Background: an optimization exercise with open tools, aiming at a short achievable clock period and few clock cycles. Do not read the settings as production practice. The RTL was checked by simulation tests, not by an equivalence proof against the original design. Power is estimated from default activity; no workload was simulated.

## flow/design.v

```verilog
module pictext_core (
    input  wire        clk,
    input  wire        rst,           
    input  wire [15:0] n_bytes,       
    input  wire        neg_rule,      
    input  wire        in_valid,
    output wire        in_ready,
    input  wire [7:0]  in_data,
    output wire        rec_valid,
    input  wire        rec_ready,
    output wire        rec_first,     
    output wire        rec_kind,      
    output wire [6:0]  rec_code,
    output wire [7:0]  rec_off_x,
    output wire [7:0]  rec_off_y,
    output wire [63:0] rec_word,      
    output wire        done,
    output wire        end_reason     
);
    localparam integer B  = 48;       
    localparam integer QD = 4;        
    localparam [1:0] S_SEL = 2'd0, S_RAST = 2'd1, S_PAD = 2'd2, S_END = 2'd3;
    reg         neg_r;
    reg  [15:0] rem;            
    reg         in_ready_r;
    reg  [7:0]  ib;             
    reg         ibv;
    reg  [3:0]  ib_ph;          
    reg  [3:0]  acc_ph;         
    reg  [B-1:0] bb;            
    reg  [B-1:0] vv;            
    reg  [5:0]   occ;
    wire acc_in = in_valid && in_ready_r;
    assign in_ready = in_ready_r;
    reg  [7:0] nbits;
    reg  [3:0] nb;
    integer k;
    always @* begin
        for (k = 0; k < 8; k = k + 1) begin
            if (k < 7)
                nbits[k] = (k < ib_ph) ? ib[7-k] : ib[6-k];
            else
                nbits[k] = ib[0];
        end
        nb = !ibv ? 4'd0 : (ib_ph == 4'd8) ? 4'd8 : 4'd7;
    end
    reg  [B-1:0] ins_b, ins_v;
    integer i;
    always @* begin
        for (i = 0; i < B; i = i + 1) begin
            if (vv[i]) begin
                ins_b[i] = bb[i];
                ins_v[i] = 1'b1;
            end else begin
                ins_b[i] = 1'b0;
                ins_v[i] = 1'b0;
                for (k = 0; k < 8; k = k + 1)
                    if (i - k >= 0 && occ == i - k) begin
                        ins_b[i] = nbits[k];
                        ins_v[i] = (k < nb);
                    end
            end
        end
    end
    wire ended = (rem == 16'd0) && !ibv;
    reg  [1:0]  st;
    reg  [2:0]  lpos;           
    reg  [9:0]  m;              
    reg  [2:0]  sl;             
    reg  [7:0]  hx, hy;         
    reg         end_r;
    wire [19:0] w = bb[19:0];
    wire [19:0] v = vv[19:0];
    reg  [2:0]  slc;
    always @* begin
        slc = walk(m, sl);
    end
    function [2:0] walk;
        input [9:0] mm;
        input [2:0] l;
        reg         carry;
        integer     lv;
        begin
            walk  = 3'd7;
            carry = 1'b1;
            for (lv = 5; lv >= 1; lv = lv - 1) begin
                if (lv <= l && carry && mm[2*(5-lv) +: 2] != 2'd3) begin
                    carry = 1'b0;
                    walk  = lv;
                end
            end
        end
    endfunction
    function [11:0] leaf;
        input [9:0] x;
        input [2:0] s;
        reg         found;
        reg  [2:0]  lvl;
        reg  [3:0]  len;
        reg  [3:0]  dat;
        integer     j;
        begin
            found = 1'b0;
            lvl   = 3'd5;
            len   = 4'd0;
            dat   = 4'd0;
            for (j = 0; j < 6; j = j + 1) begin
                if (!found && j <= 5 - s && x[j]) begin
                    found = 1'b1;
                    lvl   = s + j;
                    len   = j + 2;
                    dat   = {4{x[j+1]}};
                end
            end
            if (!found) begin
                len = 4'd10 - s;
                case (s)
                    3'd0: dat = {x[9], x[8], x[7], x[6]};
                    3'd1: dat = {x[8], x[7], x[6], x[5]};
                    3'd2: dat = {x[7], x[6], x[5], x[4]};
                    3'd3: dat = {x[6], x[5], x[4], x[3]};
                    3'd4: dat = {x[5], x[4], x[3], x[2]};
                    default: dat = {x[4], x[3], x[2], x[1]};
                endcase
            end
            leaf = {!found, lvl, dat, len};
        end
    endfunction
    wire [11:0] la    = leaf(w[9:0], sl);
    wire [3:0]  la_len = la[3:0];
    wire [3:0]  la_dat = la[7:4];
    wire [2:0]  la_lvl = la[10:8];
    wire        la_ok  = v[la_len - 4'd1];
    wire [2:0]  sl1    = (la_lvl == sl) ? slc : la_lvl;
    wire [9:0]  m1     = m + (10'd1 << (2 * (3'd5 - la_lvl)));
    reg  [11:0] lb_c [2:10];
    reg  [2:0]  sl_c [2:10];
    integer c;
    always @* begin
        for (c = 2; c <= 10; c = c + 1) begin
            if (c == 2)
                sl_c[c] = slc;                        
            else if (c == 10 - sl)
                sl_c[c] = (sl == 3'd5) ? slc : 3'd5;  
            else
                sl_c[c] = sl + c - 2;                 
            lb_c[c] = leaf(w[c +: 10], (sl_c[c] == 3'd7) ? 3'd0 : sl_c[c]);
        end
    end
    wire [11:0] lb     = lb_c[la_len];
    wire [3:0]  lb_len = lb[3:0];
    wire [3:0]  lb_dat = lb[7:4];
    wire [2:0]  lb_lvl = lb[10:8];
    wire [4:0]  ab_len = la_len + lb_len;
    wire        lb_ok  = (sl1 != 3'd7) && v[ab_len - 5'd1];
    reg  [23:0] hq [0:QD-1];     
    reg  [2:0]  qn;              
    reg         qne;             
    reg         hdr;             
    reg  [5:0]  wcnt;            
    reg         gbusy;           
    reg         loadg;           
    reg  [4095:0] raster;
    reg  [4095:0] outsr;
    wire xfer     = qne && rec_ready;
    wire head_g   = hq[0][23];
    wire pop      = xfer && (hdr ? !head_g : (wcnt == 6'd63));
    wire q_full   = (qn == QD);
    reg  [4:0]  cons;
    reg         do_a, do_b;
    reg         push;
    reg  [23:0] push_e;
    reg  [1:0]  st_n;
    reg         fin, fin_trunc;
    reg  [9:0]  m_n;
    reg  [2:0]  sl_n;
    reg         hdr_g;            
    reg  [7:0]  hx_n, hy_n;
    wire        ga   = w[1];
    wire        gb   = w[2];
    wire [4:0]  glen = 5'd3 + (ga ? 5'd7 : 5'd0) + (gb ? 5'd7 : 5'd0);
    wire [6:0]  ox7  = {w[3], w[4], w[5], w[6], w[7], w[8], w[9]};
    wire        ysg  = ga ? w[10] : w[3];
    wire [5:0]  ymag = ga ? {w[11], w[12], w[13], w[14], w[15], w[16]}
                          : {w[4], w[5], w[6], w[7], w[8], w[9]};
    wire [7:0]  oy   = !ysg   ? {2'b00, ymag} :
                       !neg_r ? ({2'b00, ymag} - 8'd64) :
                                (8'd0 - {2'b00, ymag});
    wire [6:0]  code = {w[1], w[2], w[3], w[4], w[5], w[6], w[7]};
    wire [2:0]  padn = 3'd0 - lpos;
    reg  [2:0]  slb;
    always @* begin
        if (lb_lvl == sl1)
            slb = walk(m1, sl1);
else
            slb = lb_lvl;
    end
    always @* begin
        cons   = 5'd0;
        do_a   = 1'b0;
        do_b   = 1'b0;
        push   = 1'b0;
        push_e = 24'd0;
        st_n   = st;
        fin    = 1'b0;
        fin_trunc = 1'b0;
        m_n    = m;
        sl_n   = sl;
        hdr_g  = 1'b0;
        hx_n   = hx;
        hy_n   = hy;
        case (st)
            S_SEL: begin
                if (!v[0]) begin
                    if (ended) begin fin = 1'b1; fin_trunc = 1'b0; end
                end else if (!w[0]) begin
                    if (v[7]) begin
                        if (!q_full) begin
                            push   = 1'b1;
                            push_e = {1'b0, code, 8'd0, 8'd0};
                            cons   = 5'd8;
                        end
                    end else if (ended) begin
                        fin = 1'b1; fin_trunc = 1'b1;
                    end
                end else begin
                    if (v[glen - 5'd1]) begin
                        cons  = glen;
                        hx_n  = ga ? {1'b0, ox7} : 8'd0;
                        hy_n  = gb ? oy : 8'd0;
                        m_n   = 10'd0;
                        sl_n  = 3'd0;
                        st_n  = S_RAST;
                    end else if (ended) begin
                        fin = 1'b1; fin_trunc = 1'b1;
                    end
                end
            end
            S_RAST: begin
                if (la_ok) begin
                    do_a = 1'b1;
                    if (lb_ok) begin
                        do_b = 1'b1;
                        cons = ab_len;
                        m_n  = m1 + (10'd1 << (2 * (3'd5 - lb_lvl)));
                        if (slb == 3'd7) st_n = S_PAD;
                        else sl_n = slb;
                    end else begin
                        cons = {1'b0, la_len};
                        m_n  = m1;
                        if (sl1 == 3'd7) st_n = S_PAD;
                        else sl_n = sl1;
                    end
                end else if (ended) begin
                    fin = 1'b1; fin_trunc = 1'b1;
                end
            end
            S_PAD: begin
                if (padn == 3'd0 || v[padn - 3'd1]) begin
                    if (!q_full && !gbusy) begin
                        push   = 1'b1;
                        push_e = {1'b1, 7'd0, hx, hy};
                        cons   = {2'b00, padn};
                        st_n   = S_SEL;
                    end
                end else if (ended) begin
                    fin = 1'b1; fin_trunc = 1'b1;
                end
            end
            default: ;
        endcase
        if (fin) st_n = S_END;
    end
    wire [5:0] occ_n = occ + {2'b00, nb} - {1'b0, cons};
    wire [6:0] occ_room = {1'b0, occ} + {3'b000, nb} + 7'd8;
    reg  [3:0]  wa_d, wb_d;
    reg  [2:0]  wa_l, wb_l;
    reg  [9:0]  wa_m, wb_m;
    reg         wa_v, wb_v;
    always @(posedge clk) begin
        if (rst) begin
            neg_r      <= neg_rule;
            rem        <= n_bytes;
            in_ready_r <= 1'b0;
            ibv        <= 1'b0;
            acc_ph     <= 4'd0;
            vv         <= {B{1'b0}};
            occ        <= 6'd0;
            st         <= S_SEL;
            lpos       <= 3'd0;
            end_r      <= 1'b0;
            qn         <= 3'd0;
            qne        <= 1'b0;
            hdr        <= 1'b1;
            wcnt       <= 6'd0;
            gbusy      <= 1'b0;
            loadg      <= 1'b0;
            wa_v       <= 1'b0;
            wb_v       <= 1'b0;
        end else begin
            if (acc_in) begin
                ib     <= in_data;
                ib_ph  <= acc_ph;
                acc_ph <= (acc_ph == 4'd8) ? 4'd0 : acc_ph + 4'd1;
                rem    <= rem - 16'd1;
            end
            ibv <= acc_in;
            in_ready_r <= (acc_in ? (rem > 16'd1) : (rem != 16'd0)) &&
                          (occ_room + (acc_in ? 7'd8 : 7'd0) <= B);
            bb  <= ins_b >> cons;
            vv  <= ins_v >> cons;
            occ <= occ_n;
            lpos <= lpos + cons[2:0];
            st <= st_n;
            m  <= m_n;
            sl <= sl_n;
            hx <= hx_n;
            hy <= hy_n;
            if (fin) end_r <= fin_trunc;
            wa_v <= do_a;
            wa_m <= m;
            wa_l <= la_lvl;
            wa_d <= la_dat;
            wb_v <= do_b;
            wb_m <= m1;
            wb_l <= lb_lvl;
            wb_d <= lb_dat;
            loadg <= push && push_e[23];
            if (push && push_e[23]) gbusy <= 1'b1;
            else if (pop && !hdr) gbusy <= 1'b0;
            if (pop) begin
                for (i = 0; i < QD - 1; i = i + 1)
                    hq[i] <= hq[i+1];
                if (push) hq[qn - 3'd1] <= push_e;
            end else if (push)
                hq[qn] <= push_e;
            qn  <= qn + (push ? 3'd1 : 3'd0) - (pop ? 3'd1 : 3'd0);
            qne <= (qn + (push ? 3'd1 : 3'd0) - (pop ? 3'd1 : 3'd0)) != 3'd0;
            if (xfer) begin
                if (hdr) begin
                    if (head_g) begin
                        hdr  <= 1'b0;
                        wcnt <= 6'd0;
                    end
                end else begin
                    wcnt <= wcnt + 6'd1;
                    if (wcnt == 6'd63) hdr <= 1'b1;
                end
            end
        end
    end
    reg [63:0] wa_word, wb_word;
    reg [15:0] wa_grp, wb_grp;
    integer ww, gg;
    always @* begin
        for (ww = 0; ww < 64; ww = ww + 1) begin
            wa_word[ww] = wa_v && ((ww[5:0] ^ wa_m[9:4]) & lvmask(wa_l)) == 6'd0;
            wb_word[ww] = wb_v && ((ww[5:0] ^ wb_m[9:4]) & lvmask(wb_l)) == 6'd0;
        end
        for (gg = 0; gg < 16; gg = gg + 1) begin
            wa_grp[gg] = (wa_l <= 3'd3) ? 1'b1 :
                         (wa_l == 3'd4) ? (gg[3:2] == wa_m[3:2]) : (gg[3:0] == wa_m[3:0]);
            wb_grp[gg] = (wb_l <= 3'd3) ? 1'b1 :
                         (wb_l == 3'd4) ? (gg[3:2] == wb_m[3:2]) : (gg[3:0] == wb_m[3:0]);
        end
    end
    function [5:0] lvmask;
        input [2:0] l;
        begin
            case (l)
                3'd0: lvmask = 6'b000000;
                3'd1: lvmask = 6'b110000;
                3'd2: lvmask = 6'b111100;
                default: lvmask = 6'b111111;
            endcase
        end
    endfunction
    genvar gw, gp;
    generate
        for (gw = 0; gw < 64; gw = gw + 1) begin : g_word
            for (gp = 0; gp < 64; gp = gp + 1) begin : g_pix
                always @(posedge clk) begin
                    if (wa_word[gw] && wa_grp[gp/4])
                        raster[gw*64 + gp] <= wa_d[gp%4];
                    else if (wb_word[gw] && wb_grp[gp/4])
                        raster[gw*64 + gp] <= wb_d[gp%4];
                end
            end
        end
    endgenerate
    always @(posedge clk) begin
        if (loadg)
            outsr <= raster;
        else if (xfer && !hdr)
            outsr <= {64'd0, outsr[4095:64]};
    end
    reg done_r;
    always @(posedge clk) begin
        if (rst) done_r <= 1'b0;
        else     done_r <= (st == S_END || fin) && !push &&
                           (!qne || (qn == 3'd1 && pop));
    end
    assign rec_valid  = qne;
    assign rec_first  = hdr;
    assign rec_kind   = hq[0][23];
    assign rec_code   = hq[0][22:16];
    assign rec_off_x  = hq[0][15:8];
    assign rec_off_y  = hq[0][7:0];
    assign rec_word   = outsr[63:0];
    assign done       = done_r;
    assign end_reason = end_r;
endmodule
```

## flow/run.sh

```bash
#!/bin/bash
# synth_recipe.tcl (not shown) runs the flow's synth.tcl, then flattens the netlist and writes it again
# the make line also repeats each setting of config.mk as NAME=value (left out here)
make -C /OpenROAD-flow-scripts/flow DESIGN_CONFIG=/design/flow/config.mk WORK_HOME=/design/flow/orfs CLKGATE_MAP_FILE= SYNTH_SCRIPT=/design/flow/synth_recipe.tcl finish
```

## flow/config.mk

```make
export PLATFORM = sky130hd
export DESIGN_NAME = pictext_core
export DESIGN_NICKNAME = pictext_core
export VERILOG_FILES = /design/flow/design.v
export SDC_FILE = /design/flow/constraint.sdc
export NUM_CORES = 4
export LEC_CHECK = 0
export CAP_MARGIN = 20
export CORE_MARGIN = 2
export CORE_UTILIZATION = 40
export PLACE_DENSITY = 0.6
export SLEW_MARGIN = 20
```

## flow/constraint.sdc

```tcl
create_clock -name core_clock -period 10.0 [get_ports {clk}]
set_input_delay 2.0000 -clock core_clock [delete_from_list [all_inputs] [get_ports {clk}]]
set_output_delay 2.0000 -clock core_clock [all_outputs]
set_load 0.01 [all_outputs]
```

==> summary.log <==
qor: yosys.most_instantiated_cells_after_synthesis edfxtp_1 (8418), mux2_2 (8211), clkbuf_1 (1968)
qor: drt.routed_antenna_nets 0
qor: yosys.synth.yosys.warnings 27
qor: floorplanning.total_i_o_pin_count 122
qor: worst_setup_path.setup.worst_path.end_class register
qor: cells_and_area.final.fill_count 84123
qor: worst_setup_path.worstPathMaxFanout 8
qor: drt.post_drt_via_cell_ratio 5.77
qor: global_route.vias_in_the_first_global_route 223958
qor: global_route.grt_overflow 0
qor: clock_network.clock_tree.htree_level_count 6
qor: yosys.synth_top_cell_by_area edfxtp_1
qor: floorplanning.floorplan.initialDensity 40.1%
qor: floorplanning.dieWidth 990 um
qor: yosys.postSynth.topFlopCell edfxtp_1
qor: hold_path.worst_hold_path_type reg -> reg
qor: place.dp.cells 36549
qor: worst_setup_path.cp.required 10.77 ns
qor: yosys.avgSynthCellArea 15.7 um^2
qor: cells_and_area.post-route-cell-area 436000 um^2
qor: yosys.yosys_register_bits 8500
qor: global_route.grt_first_pass_wirelength 1560 mm
qor: place.hpwl_detailed 633 mm
qor: yosys.number_of_nets_in_the_synthesized_netlist 24926
qor: power_and_ir_drop.power_density 275 nW/um^2
qor: timing.timing_hold_violations_final 0
qor: worst_setup_path.setup.worst_path.class reg -> reg
qor: yosys.syn-instance-count 24732
qor: drt.met3_length 71.0 mm
qor: timing.setup_viol_count_final 0
qor: global_route.gr-usage-all-layers 21.2%
qor: worst_setup_path.cp-start-kind register
qor: cells_and_area.utilization 44.9%
qor: timing.fin_crit_sh 96.9%
qor: clock_network.clock_insertion_delay_worst_skew 1.14 ns
qor: drt.routed_metal_1_wire_length 477 mm
qor: yosys.post_synth_main_area_contributors edfxtp_1 (65%), mux2_2 (24%), clkbuf_1 (1.9%), o22ai_1 (1.8%), nor2_1 (1.4%)
qor: place.port_buffers 120
qor: cells_and_area.seq_area 254000 um^2
qor: floorplanning.die_y 990 um
qor: cells_and_area.drive_above_1_share 42.5%
qor: worst_setup_path.critical-path-max-stage-delay 0.55 ns
qor: power_and_ir_drop.power.leakage 0.140 uW
qor: drt.drt-wirelength-per-cell 28.2 um
qor: clock_network.clkSlewWorstSetupHoldPaths 0.06 ns
qor: worst_setup_path.critical-path-slowest-cell or4_1
qor: floorplanning.coreArea 971000 um^2
qor: status.status no timing/DRC/antenna violations
qor: yosys.synth_sequential_area_ratio 65.4%
qor: global_route.grt_start_max_net_pins 177
qor: timing.timing.max_slew.rel_slack 17.7%
qor: timing.skew 0.119 ns
qor: cells_and_area.area.growth.synth_to_final 11.9%
qor: drt.drt_first_iter_violations 21790
qor: yosys.fraction_of_synthesis_flops_using_an_asynchronous_set_or_reset_pin 0%
qor: place.placed_area 407000 um^2
qor: clock_network.root_buffer clkbuf_16
qor: clock_network.cts_max_path_buffers 5
qor: job.drv.max_cap_violation_count 0
qor: global_route.antenna_violations_before_repair 27
qor: cells_and_area.design.final.nets 24726
qor: cells_and_area.non_filler_instances 38206
qor: drt.routed.top_layer met5
qor: place.place_congestion 0.936
qor: drt.totalWireLength 1080 mm
qor: timing.grt_setup_unrepaired true
qor: timing.max_clock_freq 0.103 GHz
qor: yosys.number_of_enable_flip_flop_cells_after_synthesis 8418
qor: drt.first_pass_iters 11
qor: yosys.most_repeated_cell_in_the_gate_level_netlist_after_synthesis edfxtp_1
qor: clock_network.tritoncts done
qor: yosys.yosysTopAreaCellShare 64.9%
qor: floorplanning.die_area 981000 um^2
qor: yosys.syn-cell-area 389000 um^2
qor: floorplanning.std_cell_rows 362
qor: yosys.synth.lib_cells_used.distinct 121
qor: drt.wl_met2 490 mm
qor: cells_and_area.multi_input_comb_area 126000 um^2
qor: drt.route.vias.total 220569
qor: worst_setup_path.crit_top_cell buf_4
qor: timing.tightest_slew 1.23 ns
qor: power_and_ir_drop.worst_ir_drop_vdd 0.421 mV
qor: drt.drt_drc_violations_left 0
qor: worst_setup_path.worstPathArrival 10.47 ns
qor: timing.timing.final.crit_period 9.69 ns
qor: timing.report.final.slew_viol_count 0
qor: clock_network.tritoncts.num_buffers 892
qor: clock_network.clock_sink_count 8500
-- path summary, 6_finish.rpt --
| kind | start | to | slack (ns) | cells past startpoint |
|---|---|---|---|---|
| worst max-delay path | sl[1]$_SDFFCE_PN0P_ | bb[4]$_DFFE_PN_ | 0.31 | 43 |
| worst min-delay path | raster[3830]$_DFFE_PP_ | outsr[3830]$_DFFE_PP_ | 0.46 | 1 |
| worst max register to register | sl[1]$_SDFFCE_PN0P_ | bb[4]$_DFFE_PN_ | 0.31 | 43 |
| worst min register to register | raster[3830]$_DFFE_PP_ | outsr[3830]$_DFFE_PP_ | 0.46 | 1 |
-- critical path, delay by kind of cell, from the launching register on --
family | cells | cell delay, ns
flops | 1 | 0.44
simple gates | 10 | 1.88
mux | 7 | 1.82
buf+inv | 11 | 1.53
xor+xnor | 1 | 0.17
fa+ha+maj | 5 | 1.45
compound gates | 9 | 2.11
-- per-layer routing --
metal	up-vias	global-route usage, %
met1	114693	29.8
met5	-	0.209
met4	20	7.52
met2	8561	33.1
li1	95257	-
met3	2038	3.55
-- state kept, by name (all words and copies together), names as in the netlist, 2 cells and up --
| name | count |
|---|---|
| outsr | 4096 |
| raster | 4096 |
| hq | 88 |
| bb | 48 |
| vv | 48 |
| rem | 16 |
| m | 10 |
| wa_m | 10 |
| wb_m | 10 |
| ib | 8 |
| hx | 7 |
| hy | 7 |
| occ | 6 |
| wcnt | 6 |
| acc_ph | 4 |
| ib_ph | 4 |
| wa_d | 4 |
| wb_d | 4 |
| lpos | 3 |
| qn | 3 |
| sl | 3 |
| wa_l | 3 |
| wb_l | 3 |
| st | 2 |
-- metrics by stage --
stage	power [uW]	setup TNS (ns)	hold WS (ns)	worst slack, ns
floorplan	72200	-	0.449	-21.47
global placement	87100	-41.86	0.475	-0.781
detailed placement	87200	-30.68	0.484	-0.647
CTS	120000	0	0.451	0.00739
global route	124000	-0.181	0.484	-0.0398
finish	120000	0	0.458	0.307
-- cells by family after synthesis --
logic type | Yosys count | synth area share (%)
flops | 8500 | 65.4
fa+ha+maj | 165 | 0.548
compound gates | 2492 | 4.21
xor+xnor | 64 | 0.149
simple gates | 2558 | 2.77
mux | 8449 | 24.4
other cells | 1 | 0.000964
buf+inv | 2503 | 2.52
-- cell usage in the layout, fill, tap and decap left out, drive strengths merged, types with 18 or more instances in the layout --
cell / Yosys / routed
o211ai: 58 / 58
nor3: 95 / 95
clkinv: 9 / 401
and2: 109 / 109
o31ai: 25 / 25
nor4: 35 / 35
nand3: 89 / 89
a211oi: 61 / 61
nor2b: 34 / 34
nor2: 1418 / 1418
inv: 190 / 217
a222oi: 56 / 56
o221ai: 25 / 25
edfxtp: 8418 / 8418
diode: 0 / 30
bufinv: 0 / 69
a21oi: 323 / 323
a221oi: 44 / 44
a31oi: 69 / 69
a2111oi: 18 / 18
a221o: 20 / 20
nand2: 640 / 640
a22oi: 73 / 73
ha: 156 / 156
xnor2: 47 / 47
o21ai: 305 / 305
buf: 336 / 1091
mux2: 8219 / 8219
clkdlybuf4s50: 0 / 119
mux2i: 217 / 217
dfxtp: 82 / 82
o22ai: 1124 / 1124
a21o: 24 / 24
clkbuf: 1968 / 1113
nand2b: 29 / 29
o21a: 49 / 49
-- report_power, final --
part | internal (uW) | switching [uW]
sequential | 46500 | 1620
combinational | 14800 | 24700
clock | 18300 | 14000
total | 79600 | 40300
-- final cells by class --
type | count | share of cell area (%)
Clock buffer | 1113 | 5.36
Sequential cell | 8500 | 58.4
Clock inverter | 503 | 1.01
Inverter | 199 | 0.175
Multi-Input combinational cell | 13729 | 28.9
Timing Repair Buffer | 1210 | 2.41
Tap cell | 12922 | 3.71
Antenna cell | 30 | 0.0172
-- timing repair --
action                                  4_1_cts  5_1_grt
pin swaps                                     1       25
hold endpoints to repair                      0        0
resized for setup                            17       97
endpoints found under the setup margin       99       99
setup buffers                                 3        7
hold buffers                                  0        0
Testbench counts, summed over its fixed seeds: cycles 18,163.

## static timing again, ports no longer ideal
The results above use ideal ports. As a check the final layout listed here was re-extracted and re-timed, cells and wires unchanged. Step 1, drivers: a clkbuf_16 drives clk and a buf_2 each remaining input, both assumed. Step 2 also shifts input and output timing later by t, the mid clock arrival at the registers, as if the neighbouring blocks saw the same clock. a / b / c = no drivers / after step 1 / after step 2; a / b = the first two.
shift t [ns]: 1.226
setup slack, ns: 0.307 / 0.307 / 0.307
pins driven straight from the clock port: 1
After both steps setup and hold are still met in this run. For this run, drivers alone change the setup slack by 0.000 ns; drivers and shift together by 0.000 ns.
